Context: an optimization exercise on an open-source flow, tuned for small area. The choices shown serve that exercise and are no tape-out recipe. RTL that was checked went through simulation tests only; none was proved equivalent to the original. Power and IR drop assume default switching activity.

Design ptc_rx, start of the top module:
module ptc_rx (
    input  wire        clk,
    input  wire        rst,
    input  wire [4:0]  edge_stb,
    input  wire [31:0] ts,
    input  wire        ms_tick,
    input  wire        cmd_stb,
    input  wire [7:0]  cmd,
    input  wire [31:0] arg_a,
    output reg         res_stb,
    output reg         res,
    output wire [4:0]  msg_stb,
    output wire [31:0] msg_aur,
    output wire [31:0] msg_wt4,
    output wire [29:0] msg_liv,
    output wire [23:0] msg_kop,
    output wire [35:0] msg_quh
);
Size in the first run: roughly 3200 cells after synthesis, about 780 flip-flops, ~240 I/O pins.
==> module ptc_decoder, before the edit <==
module ptc_decoder #(
    parameter integer W        = 32,    
    parameter integer SHORT_LO = 350,
    parameter integer SHORT_HI = 650,
    parameter integer LONG_LO  = 1050,
    parameter integer LONG_HI  = 1950,
    parameter integer SYNC_LO  = 2800,
    parameter integer SYNC_HI  = 5200,
    parameter integer KIND     = 0,     
    parameter integer VLONG    = 0,     
    parameter integer HASPAR   = 0,     
    parameter integer HASCONST = 0,     
    parameter integer REARM    = 0,     
    parameter integer N        = 13,    
    parameter integer KW       = 5      
) (
    input  wire         clk,
    input  wire         rst,
    input  wire         ev_ts,
    input  wire         ev_arg,
    input  wire [31:0]  ts,
    input  wire [31:0]  arg,
    input  wire         do_enable,
    input  wire         do_disable,
    input  wire         do_init,
    input  wire [7:0]   init_mm1,      
    input  wire         do_cbret,
    output reg          msg_stb,
    output wire [W-1:0] msg,
    output wire         recv_next
);
    localparam integer KIND_PW2 = 0;
    localparam integer KIND_PP  = 1;
    localparam integer KIND_VAR = 2;
    reg          en;
    reg          insync;
    reg [KW-1:0] k;
    reg          ph;
    reg          first;
    wire [W-1:0] cand;
    reg          px;
    reg          pm;          
    wire [W-1:0] prev;
    reg  [7:0]   rep;
    reg  [7:0]   mm1;         
    reg          in_cb;
    wire [31:0]  lt;          
    wire        ev  = ev_ts | ev_arg;
    wire        act = ev & en;
    wire [31:0] xn;
    wire        c_short, c_long, in_sync;
    wire        st_ld = act | rst;
    ptc_stamp u_stamp (
        .clk(clk), .ts(ts), .arg(arg),
        .s_ts(ev_ts & !rst), .s_arg(!ev_ts & !rst), .ldn(!st_ld), .hold(!st_ld),
        .xn(xn), .lt(lt)
    );
    ptc_class #(
        .N(N), .SHORT_LO(SHORT_LO), .SHORT_HI(SHORT_HI), .LONG_LO(LONG_LO),
        .LONG_HI(LONG_HI), .SYNC_LO(SYNC_LO), .SYNC_HI(SYNC_HI)
    ) u_class (
        .xn(xn), .lt(lt), .c_short(c_short), .c_long(c_long), .c_sync(in_sync)
    );
    reg sym_more, sym_bit, sym_b;
    always @* begin
        case (KIND)
            KIND_PW2: begin
                sym_more = !ph && c_short;
                sym_bit  = ph && (c_short || c_long);
                sym_b    = c_long;
            end
            KIND_PP: begin
                sym_more = !ph && (c_short || c_long);
                sym_bit  = ph && (first ? c_short : c_long);
                sym_b    = first;
            end
            default: begin  
                sym_more = !ph && c_short;
                sym_bit  = ph ? c_short : c_long;
                sym_b    = ph ? (VLONG == 0) : (VLONG != 0);
            end
        endcase
    end
    genvar gi;
    wire          k_clr = act && !insync;
    wire          k_inc = act && insync && sym_bit;
    wire [KW-1:0] k0 = k & {KW{!k_clr}};
    wire [KW:0]   kc;
    wire [KW-1:0] n_k;
    assign kc[0] = k_inc;
    generate
        for (gi = 0; gi < KW; gi = gi + 1) begin : g_k
            assign n_k[gi]  = k0[gi] ^ kc[gi];
            assign kc[gi+1] = k0[gi] & kc[gi];
        end
    endgenerate
    wire [W-1:0] sh_cand = {cand[W-2:0], sym_b};
    wire         bit_ok  = act && insync && sym_bit;
    wire         last    = (k == W - 1);
    wire         bad_cst = (HASCONST != 0) && (k == 8) && (sh_cand[2:0] != 3'b110);
    wire         valid   = bit_ok && last && ((HASPAR == 0) || !(px ^ sym_b));
    wire         bmatch = (sym_b == cand[W-1]);
    wire         match  = pm && bmatch;
    wire         hit   = match ? (rep == mm1) : (mm1 == 8'd0);
    wire         r_keep = !rst && !do_init && (!valid || (match && !hit));
    wire         r_inc  = !rst && !do_init && valid && !hit;
    wire [7:0]   r0     = rep & {8{r_keep}};
    wire [8:0]   rc;
    wire [7:0]   n_rep;
    assign rc[0] = r_inc;
    generate
        for (gi = 0; gi < 8; gi = gi + 1) begin : g_rep
            assign n_rep[gi] = r0[gi] ^ rc[gi];
            assign rc[gi+1]  = r0[gi] & rc[gi];
        end
    endgenerate
    wire         disp  = valid && hit && !in_cb;
    reg e_insync;
    always @* begin
        e_insync = insync;
        if (act) begin
            if (!insync)
                e_insync = in_sync;
            else if (sym_more)
                e_insync = 1'b1;
            else if (sym_bit)
                e_insync = !bad_cst && (!last || (valid && REARM != 0));
            else
                e_insync = 1'b0;
        end
    end
    wire e_in_cb  = in_cb || disp;
    wire n_in_cb  = e_in_cb && !do_cbret;
    wire n_insync = e_insync && !do_enable && !do_init && !(do_cbret && e_in_cb);
    assign recv_next = n_insync && (|n_k[KW-1:2]);
    always @(posedge clk) begin
        k   <= n_k;
        rep <= n_rep;
        if (act) begin
            ph    <= insync && sym_more;
            first <= c_long;
            if (!insync) begin
                px <= 1'b0;
                pm <= 1'b1;
            end else if (sym_bit) begin
                px <= !last && (px ^ sym_b);
                pm <= last || (pm && bmatch);
            end
        end
    end
    wire c_sh = act && insync && sym_bit;
    wire c_pl = act && !insync;
    ptc_cand #(.W(W)) u_cand (.clk(clk), .pl(c_pl), .sh(c_sh), .hold(!c_sh && !c_pl),
                              .p(prev), .b(sym_b), .q(cand));
    ptc_hold  #(.W(W)) u_prev (.clk(clk), .ld(valid), .hold(!valid), .d(sh_cand), .q(prev));
    ptc_hold  #(.W(W)) u_msg  (.clk(clk), .ld(disp && !rst), .hold(!disp && !rst),
                               .d(sh_cand), .q(msg));
    always @(posedge clk) begin
        if (rst) begin
            en      <= 1'b0;
            insync  <= 1'b0;
            in_cb   <= 1'b0;
            msg_stb <= 1'b0;
        end else begin
            insync  <= n_insync;
            in_cb   <= n_in_cb;
            msg_stb <= disp;
            if (do_enable || do_init)
                en <= 1'b1;
            else if (do_disable)
                en <= 1'b0;
        end
    end
    wire m_ld   = do_init && !rst;
    wire m_hold = !do_init && !rst;
    always @(posedge clk)
        mm1 <= (init_mm1 & {8{m_ld}}) | (mm1 & {8{m_hold}}) | {7'd0, rst};
endmodule
==> flow/config.mk <==
export PLATFORM = sky130hd
export DESIGN_NAME = ptc_rx
export DESIGN_NICKNAME = ptc_rx
export VERILOG_FILES = /design/flow/design.v
export SDC_FILE = /design/flow/constraint.sdc
export NUM_CORES = 4
export LEC_CHECK = 0
export CAP_MARGIN = 20
export CORE_MARGIN = 2
export CORE_UTILIZATION = 45
export CTS_CLUSTER_DIAMETER = 90
export CTS_CLUSTER_SIZE = 25
export PLACE_DENSITY = 0.6
export SLEW_MARGIN = 20
export SYNTH_HIERARCHICAL = 1
==> flow/constraint.sdc <==
create_clock -name core_clock -period 12.0 [get_ports {clk}]
set_input_delay 2.4000 -clock core_clock [delete_from_list [all_inputs] [get_ports {clk}]]
set_output_delay 2.4000 -clock core_clock [all_outputs]
set_load 0.01 [all_outputs]
standard.sh (not shown) runs the stock make flow with config.mk's settings and CLKGATE_MAP_FILE= SYNTH_SCRIPT=/design/flow/synth_recipe.tcl, a recipe that flattens the netlist after the stock synthesis.
==> flow/flow/run.sh <==
#!/bin/bash
# The standard layout (standard.sh, which logs each step under orfs/logs),
# with three changes: the smallest buffer on each port instead of the default
# port buffer; the synthesis buffers removed at floorplan so that
# repair_design buffers only what the placed design needs; and no dummy loads
# in the clock tree.
set -euo pipefail
export BUFFER_PORTS_ARGS="-buffer_cell sky130_fd_sc_hd__buf_1"
export REMOVE_ABC_BUFFERS=1
export CTS_ARGS="-sink_clustering_enable -repair_clock_nets -sink_clustering_size 25 -sink_clustering_max_diameter 90 -dont_use_dummy_load"
bash standard.sh > flow_make.log 2>&1
Edit:
--- a/flow/design.v
+++ b/flow/design.v
@@ -158,8 +158,9 @@
     always @(posedge clk) begin
         if (rst) begin
             en      <= 1'b0;
             insync  <= 1'b0;
+            mm1     <= 8'd1;
             in_cb   <= 1'b0;
             msg_stb <= 1'b0;
         end else begin
             insync  <= n_insync;
@@ -168,14 +169,12 @@
             if (do_enable || do_init)
                 en <= 1'b1;
             else if (do_disable)
                 en <= 1'b0;
+            if (do_init)
+                mm1 <= init_mm1;
         end
     end
-    wire m_ld   = do_init && !rst;
-    wire m_hold = !do_init && !rst;
-    always @(posedge clk)
-        mm1 <= (init_mm1 & {8{m_ld}}) | (mm1 & {8{m_hold}}) | {7'd0, rst};
 endmodule
 module ptc_stamp (
     input  wire        clk,
     input  wire [31:0] ts,
=> The new run finished clean. Clock skew goes up by 0.018 ns. Total power goes down slightly. Register-to-register slack gains 0.10 ns. Die area is about the same. Sequential share of layout area is about the same. Wire length hardly moves. Via count goes up slightly. Cell area is about the same. Clock power stays flat. Utilization is about the same. First-iteration DRC count goes down by a few percent. Area after synthesis is about the same. Worst hold slack loses 0.0048 ns. Count of clock-buffer cells in the layout goes down by 1.
No functional check of the RTL was part of the second run of this note.

[port drivers added, routing unchanged]
The results above use ideal ports. As a check the final layouts listed here were re-extracted and re-timed, cells and wires unchanged.
Step 1 assumes that a clkbuf_16 drives the clock port and a buf_2 every other input.
Step 2, shift: input delay + t, output delay - t, t = (earliest + latest rising clock arrival at the registers) / 2. This alone moves slack from input paths to output paths.
a / b / c = ideal / step 1 / step 2; a / b = the first two.
run	t (ns)	setup WS [ns]	worst data-port slew with drivers (ns)
the first run	0.642	0.501 / 0.461 / -0.181	0.14
the second run	0.644	0.588 / 0.561 / -0.083	0.15
Met with ideal ports but missed after step 2: setup timing in the first run and the second run. For the first run, which loses most, drivers alone change the setup slack by -0.040 ns; drivers and shift together by -0.682 ns.
